From an optimization exercise on the open Yosys and OpenROAD flow, aimed at a short achievable clock period and few clock cycles; shortcuts taken in it are not production practice. Where RTL was checked, it was by simulation tests only, not by an equivalence proof against the original. Power figures rest on the tool's default switching activity, not on a simulated workload.

== lane 2 ==
Design smbus_engine, start of the top module:
module smbus_engine #(
    parameter CAP      = 48,    
    parameter FE_DELAY = 2      
) (
    input  wire        clk,
    input  wire        rst,
    input  wire        cmd_valid,
    output wire        cmd_ready,
    input  wire [7:0]  cmd_op,
    input  wire [3:0]  cmd_bus,
    input  wire [7:0]  cmd_addr,
    input  wire [7:0]  cmd_byte,
    input  wire [15:0] cmd_val16,
    input  wire [7:0]  cmd_t,
    input  wire [1:0]  cmd_datw,
    input  wire [1:0]  cmd_datr,
    input  wire        cmd_ed,
    input  wire        cfg_fast,
    input  wire [4:0]  cfg_nbus,
    input  wire [7:0]  cfg_max_retries,
    output wire        res_valid,
    output wire [3:0]  res_code,
    output wire [15:0] res_val,
    output wire [8:0]  res_size,
    output wire [8:0]  res_entry,
    output wire [7:0]  res_attempt,
    output wire        ev_valid,
    output wire [1:0]  ev_kind,
    output wire [1:0]  ev_reg,
    output wire [31:0] ev_wdata,
    input  wire        ev_ready,
    input  wire [31:0] ev_rdata,
    output wire [5:0]  buf_addr,
    output wire        buf_we,
    output wire [7:0]  buf_wdata,
    input  wire [7:0]  buf_rdata
);
Settings: LEC_CHECK=0, ABC_CLOCK_PERIOD_IN_PS=1500, CAP_MARGIN=20, CORE_MARGIN=2, CORE_UTILIZATION=40, PLACE_DENSITY=0.6, SETUP_SLACK_MARGIN=3.4, SLEW_MARGIN=20; clock period 5.0 ns.
run.sh (not shown) runs the stock make flow with config.mk's settings and CLKGATE_MAP_FILE= SYNTH_SCRIPT=/design/flow/synth_recipe.tcl, a recipe that flattens the netlist after the stock synthesis.
Every stage of the flow completed for lane 2, and the final layout passed the timing, design-rule and antenna checks.
The inputs of lane 4 differ from those of lane 2 as listed below.
diff --git a/flow/design.v b/flow/design.v
--- a/flow/design.v
+++ b/flow/design.v
@@ -45,18 +45,19 @@
     reg s_seq;     
     reg s_col;     
     reg s_few;     
     reg s_poll;    
     reg s_pw;      
     reg s_rrd;     
     reg s_rw1;     
     reg s_rwt;     
     reg s_rw2;     
+    reg s_wb;      
     reg s_done;    
     reg rdy;       
     reg [6:0]  a7;
     reg [3:0]  bus;
     reg [7:0]  cbyte;
     reg [15:0] val16;
     reg [1:0]  tl;
     reg [1:0]  datw, datr;
     reg        ed;
@@ -260,36 +261,38 @@
             s_seq  <= 1'b0;
             s_col  <= 1'b0;
             s_few  <= 1'b0;
             s_poll <= 1'b0;
             s_pw   <= 1'b0;
             s_rrd  <= 1'b0;
             s_rw1  <= 1'b0;
             s_rwt  <= 1'b0;
             s_rw2  <= 1'b0;
+            s_wb   <= 1'b0;
             s_done <= 1'b0;
             evv    <= 1'b0;
             bwe    <= 1'b0;
             baddr  <= 6'd0;
         end else begin
             s_idle <= (s_idle & ~cmd_valid) | s_done;
             rdy    <= (rdy & ~cmd_valid) | s_done;
             s_seq  <= acc | (s_seq & evv & ~(hs & wlast)) | (col_hs & to_main) | restart;
             s_col  <= (s_col & ~hs) | (col_hs & to_col) | few_hs | (seq_end & ~p_fast) |
                       (poll_hs & ~rd[26]);
             s_few  <= (s_few & ~hs) | (col_hs & to_few);
             s_poll <= (s_poll & ~hs) | (seq_end & p_fast) | pw_hs;
             s_pw   <= (s_pw & ~hs) | (poll_hs & rd[26] & ~pexp);
             s_rrd  <= (s_rrd & ~hs) | (col_hs & to_rrd) | (poll_hs & rd[26] & pexp);
             s_rw1  <= (s_rw1 & ~hs) | rrd_hs;
             s_rwt  <= (s_rwt & ~hs) | rw1_hs;
             s_rw2  <= (s_rw2 & ~hs) | rwt_hs;
-            s_done <= (s_seq & ~evv) | (col_hs & to_done) | (rw2_hs & ~retry);
+            s_wb   <= col_hs & to_done & kstore;
+            s_done <= (s_seq & ~evv) | (col_hs & to_done & ~kstore) | s_wb | (rw2_hs & ~retry);
             evv    <= (acc & c_ok) | (evv & ~(col_hs & to_done) & ~(rw2_hs & ~retry));
             bwe    <= col_tk & ~vbad & kstore & ~sover;
             if (s_done | restart)
                 baddr <= 6'd0;
             else if (seq_hs)
                 baddr <= ioh[0] ? {5'd0, c_ibw} : baddr + 6'd1;
             else if (s_col)
                 baddr <= k - soff;
         end
[summary]
Lane 2 → lane 4: minimum period implied by the final worst setup slack higher; total power lower; non-clock buffer count lower; multi-input gate share of the layout cell area lower; data required time at the worst endpoint higher.
Sort lane 2 and lane 4 by overall routed net length desc -> top: lane 4
Having completed the whole flow, lane 4 delivered a layout that passed the timing, design-rule and antenna checks.
Part of the total power dissipated in the clock network is higher on lane 2
Side by side, number of iterations in the first detailed-routing pass turned out lower in lane 4 than in lane 2.
Re maximum number of pins on one net before global-route repair: lane 2 and lane 4 aren't equal, and the higher value belongs to lane 4.
On area added between synthesis and finish: between lane 2 and lane 4, it ends up higher for lane 2.
Between lane 2 and lane 4, the mapped cell area does not differ in any meaningful way.
Of lane 2 and lane 4, the higher depth of the critical timing path with buffers and inverters included belongs to lane 4.
Function was not checked in any run of this note: the RTL went through the layout flow alone.


Setup of the baseline:
Another version of the RTL of smbus_engine (not shown whole).
Size: about 310 flip-flops, about 220 I/O pins.
clock: 5.0 ns
lec_check: 0
abc_clock_period_in_ps: 1500
cap_margin: 20
core_margin: 2
core_utilization: 40
place_density: 0.6
setup_slack_margin: 3.4
slew_margin: 20
Relative to the baseline, the following input files were edited for the candidate:
--- a/flow/design.v
+++ b/flow/design.v
@@ -101,23 +101,22 @@
     reg [31:0] w;
     reg [3:0]  kw;
     reg        e_col;          
     reg        e_disc;
     reg [3:0]  err;
     reg [8:0]  err_size;
     reg [8:0]  err_entry;
     reg        evv;
-    reg        evv_o;          
     reg [1:0]  evk, evr;
     reg [31:0] evd;
     reg [5:0]  baddr;
     reg        bwe;
     reg [7:0]  bwd;
-    wire hs = ev_ready;
+    wire hs = evv & ev_ready;
     wire [31:0] rd = ev_rdata;
     wire [7:0] L       = buf_rdata;        
     wire       c_rw    = cmd_op[0];
     wire       c_hi0   = ~(cmd_op[7] | cmd_op[6] | cmd_op[5]);
     wire       c_lo    = c_hi0 & ~cmd_op[4];                     
     wire ck_quick = c_lo & ~cmd_op[3] & ~cmd_op[2] & ~cmd_op[1];
     wire ck_byte  = c_lo & ~cmd_op[3] & ~cmd_op[2] &  cmd_op[1];
     wire ck_bdata = c_lo & ~cmd_op[3] &  cmd_op[2] & ~cmd_op[1];
@@ -179,22 +178,21 @@
     wire n_is1 = ioh[0];
     wire n_is2 = ioh[1];
     wire n_is3 = ioh[2];
     wire [7:0] payload = c_bdw ? val16[7:0] :
                          c_wdw ? (n_is2 ? val16[7:0] : val16[15:8]) :
                                  buf_rdata;
     reg [31:0] nw;
     always @(*) begin
-        nw[31:28] = ip1[3:0];                                             
-        nw[27:24] = bus;                                                  
-        nw[19:18] = tl;                                                   
+        nw = evd;
+        nw[31:28] = evd[31:28] + 4'd1;                                    
         nw[23]    = rdp & n_is2;                                          
         nw[13:8]  = 6'd0;                                                 
-        nw[22]    = ~rdp | (n_is1 & ~wnlast) | n_is2;                     
+        nw[22]    = evd[22] & ~(rdp & n_is3) & ~(rdp & n_is1 & wnlast);   
         if (n_is1)        nw[7:0] = cbyte;
         else if (rdp)     nw[7:0] = {a7, 1'b1};
         else              nw[7:0] = payload;
         nw[20]    = wnlast;                                               
         nw[14]    = wnlast & ed;                                          
         nw[17:16] = wnlast ? (rdp ? datr : datw) : 2'd0;                  
         nw[15]    = p_fast & n_is2;                                       
         nw[21]    = ~(nw[22] | nw[20]);                                   
@@ -228,17 +226,17 @@
         else if (w[8])                            wcode = E_BUSCONF;
         else if (w[11])                           wcode = E_FLUSHED;
         else if (~noti_w && w[15:12] != kw)       wcode = E_TIMISM;
         else if (w[30])                           wcode = E_FOVF;
         else                                      wcode = E_BUFSMALL;
     end
     reg noti_w;
     wire acc     = s_idle & cmd_valid;
-    wire seq_hs  = s_seq & evv & hs;
+    wire seq_hs  = s_seq & hs;
     wire seq_end = seq_hs & wlast;
     wire col_hs  = s_col & hs;
     wire col_tk  = col_hs & ~fe;               
     wire few_hs  = s_few & hs;
     wire poll_hs = s_poll & hs;
     wire pw_hs   = s_pw & hs;
     wire rrd_hs  = s_rrd & hs;
     wire rw1_hs  = s_rw1 & hs;
@@ -248,17 +246,17 @@
     wire main_st = col_tk & kdl;               
     assign cmd_ready   = rdy;
     assign res_valid   = s_done;
     assign res_code    = err;
     assign res_val     = rv;
     assign res_size    = err_size;
     assign res_entry   = err_entry;
     assign res_attempt = attempt;
-    assign ev_valid = evv_o;
+    assign ev_valid = evv;
     assign ev_kind  = evk;
     assign ev_reg   = evr;
     assign ev_wdata = evd;
     assign buf_addr  = baddr;
     assign buf_we    = bwe;
     assign buf_wdata = bwd;
     always @(posedge clk) begin
         if (rst) begin
@@ -271,17 +269,16 @@
             s_pw   <= 1'b0;
             s_rrd  <= 1'b0;
             s_rw1  <= 1'b0;
             s_rwt  <= 1'b0;
             s_rw2  <= 1'b0;
             s_wb   <= 1'b0;
             s_done <= 1'b0;
             evv    <= 1'b0;
-            evv_o  <= 1'b0;
             bwe    <= 1'b0;
             baddr  <= 6'd0;
         end else begin
             s_idle <= (s_idle & ~cmd_valid) | s_done;
             rdy    <= (rdy & ~cmd_valid) | s_done;
             s_seq  <= acc | (s_seq & evv & ~(hs & wlast)) | (col_hs & to_main) | restart;
             s_col  <= (s_col & ~hs) | (col_hs & to_col) | few_hs | (seq_end & ~p_fast) |
                       (poll_hs & ~rd[26]);
@@ -290,17 +287,16 @@
             s_pw   <= (s_pw & ~hs) | (poll_hs & rd[26] & ~pexp);
             s_rrd  <= (s_rrd & ~hs) | (col_hs & to_rrd) | (poll_hs & rd[26] & pexp);
             s_rw1  <= (s_rw1 & ~hs) | rrd_hs;
             s_rwt  <= (s_rwt & ~hs) | rw1_hs;
             s_rw2  <= (s_rw2 & ~hs) | rwt_hs;
             s_wb   <= col_hs & to_wb;
             s_done <= (s_seq & ~evv) | (col_hs & to_dn) | s_wb | (rw2_hs & ~retry);
             evv    <= (acc & c_ok) | (evv & ~(col_hs & to_done) & ~(rw2_hs & ~retry));
-            evv_o  <= (acc & c_ok) | (evv_o & ~(col_hs & to_done) & ~(rw2_hs & ~retry));
             bwe    <= col_tk & ~vbad & kstore & ~sover;
             if (s_done | restart)
                 baddr <= 6'd0;
             else if (seq_hs)
                 baddr <= ioh[0] ? {5'd0, c_ibw} : baddr + 6'd1;
             else if (s_col)
                 baddr <= k - soff;
         end
### Flow results
- Delta (the candidate minus the baseline): share of layout cells above drive strength 1 dropped 1.0 points; inverter count of the layout excluding clock inverters dropped 3; number of gates resized after cts dropped 37; share of total power consumed by net switching dropped 0.67 points.
- Clock network fraction of total power came out higher on the candidate than on the baseline.
- Via density per instance of the candidate exceeds that of the baseline slightly.
- Initial standard-cell utilization of the core across the baseline and the candidate: no real change.
- Relative to the baseline, cell count of the worst reg-to-reg path has increased by 1 in the candidate.
- Comparing the two runs side by side, the candidate comes out ahead of the baseline on final design area excluding fillers.
- Diff the baseline -> the candidate: width of the chip went down 0.35%; share of the clock period used by the worst path essentially unchanged.
Testbench counts of the candidate, summed over its fixed seeds: cycles 61,597.
The RTL of the baseline was laid out without a check of its function.


Another version of the RTL of smbus_engine (not shown whole).
For scale: ~220 I/O pins, about 14000 sq um of cells after synthesis.
## smbus_engine
module smbus_engine #(
    parameter CAP      = 48,    
    parameter FE_DELAY = 2      
) (
    input  wire        clk,
    input  wire        rst,
    input  wire        cmd_valid,
    output wire        cmd_ready,
    input  wire [7:0]  cmd_op,
    input  wire [3:0]  cmd_bus,
    input  wire [7:0]  cmd_addr,
    input  wire [7:0]  cmd_byte,
    input  wire [15:0] cmd_val16,
    input  wire [7:0]  cmd_t,
    input  wire [1:0]  cmd_datw,
    input  wire [1:0]  cmd_datr,
    input  wire        cmd_ed,
    input  wire        cfg_fast,
    input  wire [4:0]  cfg_nbus,
    input  wire [7:0]  cfg_max_retries,
    output wire        res_valid,
    output wire [3:0]  res_code,
    output wire [15:0] res_val,
    output wire [8:0]  res_size,
    output wire [8:0]  res_entry,
    output wire [7:0]  res_attempt,
    output wire        ev_valid,
    output wire [1:0]  ev_kind,
    output wire [1:0]  ev_reg,
    output wire [31:0] ev_wdata,
    input  wire        ev_ready,
    input  wire [31:0] ev_rdata,
    output wire [5:0]  buf_addr,
    output wire        buf_we,
    output wire [7:0]  buf_wdata,
    input  wire [7:0]  buf_rdata
);
export LEC_CHECK = 0
export ABC_CLOCK_PERIOD_IN_PS = 1500
export CAP_MARGIN = 20
export CORE_MARGIN = 2
export CORE_UTILIZATION = 40
export PLACE_DENSITY = 0.6
export SETUP_SLACK_MARGIN = 3.4
export SLEW_MARGIN = 20
create_clock -name core_clock -period 5.0 [get_ports {clk}]
Edit:
--- a/flow/design.v
+++ b/flow/design.v
@@ -288,44 +288,44 @@
                 baddr <= 6'd0;
             else if (acc)
                 baddr <= ck_ibw ? 6'd0 : 6'd63;
             else if (seq_hs)
                 baddr <= baddr + 6'd1;
             else if (s_col)
                 baddr <= k - soff;
             else if (restart)
                 baddr <= boff0;
         end
     end
-    wire [31:0] evd_n = ({32{s_idle}} & c_w0) |
-                        ({32{s_seq}}  & nw) |
-                        ({32{s_col}}  & (fe ? FE_DELAY : main_w0)) |
-                        ({32{s_poll}} & 32'd1) |
-                        ({32{s_rrd}}  & (rd | 32'hC000_0000)) |
-                        ({32{s_rw1}}  & 32'd10) |
-                        ({32{s_rwt}}  & ((cs_v | 32'h4000_0000) & 32'h7FFF_FFFF)) |
-                        ({32{s_rw2}}  & w0);
     always @(posedge clk) begin
         if (s_idle) begin
             evk <= EV_WRITE;
             evr <= R_REQ;
         end else if (hs) begin
             evk[1] <= (s_col & to_few) | (s_poll & rd[26] & ~pexp) | s_rw1;
             evk[0] <= (s_seq & ~wlast) | (s_col & to_main) | s_rrd | s_rwt | s_rw2;
             evr[1] <= (s_seq & wlast) | (s_col & ~to_few & ~to_main) | s_few |
                       (s_poll & (~rd[26] | pexp)) | s_pw | s_rrd | s_rwt;
             evr[0] <= (s_seq & ~(wlast & p_fast)) | (s_col & good & ~(kdl & c_big)) | s_few |
                       (s_poll & ~rd[26]) | s_rw2;
         end
-        evd <= ({32{~(s_idle | hs)}} & evd) |
-               ({32{s_idle | hs}} & evd_n);
+        if (s_idle | hs) begin
+            evd <= ({32{s_idle}} & c_w0) |
+                   ({32{s_seq}}  & nw) |
+                   ({32{s_col}}  & (fe ? FE_DELAY : main_w0)) |
+                   ({32{s_poll}} & 32'd1) |
+                   ({32{s_rrd}}  & (rd | 32'hC000_0000)) |
+                   ({32{s_rw1}}  & 32'd10) |
+                   ({32{s_rwt}}  & ((cs_v | 32'h4000_0000) & 32'h7FFF_FFFF)) |
+                   ({32{s_rw2}}  & w0);
+        end
     end
     always @(posedge clk) begin
         if (s_idle) begin
             a7          <= cmd_addr[6:0];
             bus         <= cmd_bus;
             cbyte       <= cmd_byte;
             val16       <= cmd_val16;
             tl          <= cmd_t[1:0];
             datw        <= cmd_datw;
             datr        <= cmd_datr;
             ed          <= cmd_ed;
@@ -338,24 +338,25 @@
             r_valid     <= ck_valid;
             r_busbad    <= c_bus_bad;
             rdp         <= c_rw;
             w0          <= c_w0;
             pss0        <= c_pss;
             disc0       <= ck_blr & ~cfg_fast;
             fast0       <= ck_blr & cfg_fast;
             wlast0      <= ck_quick;
             wnlast0     <= c_pss2;
             boff0       <= ck_ibw ? 6'd0 : 6'd63;
         end
-        attempt <= ({8{~(s_idle | restart)}} & attempt) |
-                   ({8{restart}} & (attempt + 8'd1));
+        if (s_idle | restart) begin
+            attempt <= s_idle ? 8'd0 : attempt + 8'd1;
+        end
         retry <= (err != E_BUFSMALL) && (attempt < max_retries);
         if (s_idle) begin
             pss    <= c_pss;
             p_disc <= ck_blr & ~cfg_fast;
             p_fast <= ck_blr & cfg_fast;
             p_main <= 1'b0;
         end else if (main_st) begin
             pss    <= main_pss;
             p_disc <= 1'b0;
             p_fast <= 1'b0;
             p_main <= 1'b1;
@@ -413,39 +414,42 @@
         end
         if (seq_end | col_hs) begin
             fe_n <= (seq_end | ~fe) ? 4'd0 : fe_n + 4'd1;
             fe10 <= ~seq_end & fe & (fe_n == 4'd9);
         end
         if (col_hs & k3f)
             total <= 9'd4 + {1'b0, rd[7:0]};
         if (seq_end | pw_hs) begin
             brem <= seq_end ? budget : brem - 11'd1;
             pexp <= ~seq_end & (brem == 11'd1);
         end
-        rv  <= ({16{~col_tk}} & rv) |
-               ({16{col_tk}} & (c_wd ? {rd[7:0], rv[15:8]} : {8'd0, rd[7:0]}));
-        bwd <= ({8{~s_col}} & bwd) | ({8{s_col}} & rd[7:0]);
+        if (col_tk)
+            rv <= c_wd ? {rd[7:0], rv[15:8]} : {8'd0, rd[7:0]};
+        if (s_col)
+            bwd <= rd[7:0];
         if (s_rrd)
             cs_v <= rd;
     end
     always @(posedge clk) begin
         if (s_col) begin
             w      <= rd;
             kw     <= k[3:0];
             noti_w <= noti;
             e_disc <= p_disc;
         end
         if (s_col | s_poll)
             e_col <= s_col;
-        err <= ({4{~s_seq & ~s_rrd}} & err) |
-               ({4{s_seq & ~evv}} & {1'b1, r_valid & r_busbad, 1'b0, ~(r_valid & r_busbad)}) |
-               ({4{s_rrd}} & (e_col ? wcode : E_TIMEOUT));
-        err_size  <= ({9{~s_col & ~s_poll}} & err_size) |
-                     ({9{s_col}} & cur_size) |
-                     ({9{s_poll}} & 9'd3);
-        err_entry <= ({9{~s_col & ~s_poll & ~(s_rrd & e_col)}} & err_entry) |
-                     ({9{s_col}} & {3'd0, k}) |
-                     ({9{s_poll}} & ENTRY_NONE) |
-                     ({9{s_rrd & e_col}} & ((wcode == E_BUFSMALL && e_disc) ? ENTRY_NONE :
-                                           {5'd0, kw} | (err_entry & 9'h1F0)));
+        if (s_seq)
+            err <= evv ? E_OK : {1'b1, r_valid & r_busbad, 1'b0, ~(r_valid & r_busbad)};
+        else if (s_rrd)
+            err <= e_col ? wcode : E_TIMEOUT;
+        if (s_col) begin
+            err_size  <= cur_size;
+            err_entry <= {3'd0, k};
+        end else if (s_poll) begin
+            err_size  <= 9'd3;
+            err_entry <= ENTRY_NONE;
+        end else if (s_rrd & e_col) begin
+            err_entry <= (wcode == E_BUFSMALL && e_disc) ? ENTRY_NONE : {5'd0, kw} | (err_entry & 9'h1F0);
+        end
     end
 endmodule
What happened: The new run ran to the end with no violations; area after synthesis increases by 1.3%; count of clock-buffer cells in the layout decreases by 1; total power decreases by 3.6%; core utilization decreases by 1.7 points; worst setup slack improved by 0.036 ns; clock skew decreases by 0.0082 ns; sequential share of layout area increases by 1.7 points; die area increases by 1.2%; wire length decreases by 5.7%; sequential power barely changes; non-clock buffer count decreases by 11; combinational power decreases by about 2%.
Testbench counts after the change, summed over its fixed seeds: cycles 61,126.
No functional check of the RTL was part of the first run of this note.

[what the ideal ports hide]
The results above use ideal ports. As a check the final layouts listed here were re-extracted and re-timed, cells and wires unchanged. Step 1, drivers: a clkbuf_16 drives clk and a buf_2 each remaining input, both assumed. Step 2 moves the port delays by t, midway between the first and last clock arrival at a register: inputs arrive t later, outputs are due t later. That takes back most of the time a late clock gives input paths. a / b / c = no drivers / after step 1 / after step 2; a / b = the first two.
run | t, ns | setup slack, ns | latest minus earliest clock arrival (ns) | cell pins on the clock port's net
lane 2 | 0.572 | 2.986 / 2.933 / 2.502 | 0.021 / 0.021 | 1
lane 4 | 0.563 | 2.708 / 2.728 / 2.165 | 0.020 / 0.020 | 1
the baseline | 0.575 | 2.988 / 2.931 / 2.442 | 0.030 / 0.030 | 1
the candidate | 0.565 | 2.994 / 2.943 / 2.534 | 0.022 / 0.021 | 1
the first run of note 3 | 0.568 | 2.833 / 2.781 / 2.511 | 0.028 / 0.028 | 1
the second run of note 3 | 0.555 | 2.869 / 2.821 / 2.519 | 0.017 / 0.017 | 1
After both steps setup and hold are still met in every run listed. For the baseline, which loses most, drivers alone change the setup slack by -0.057 ns; drivers and shift together by -0.546 ns.
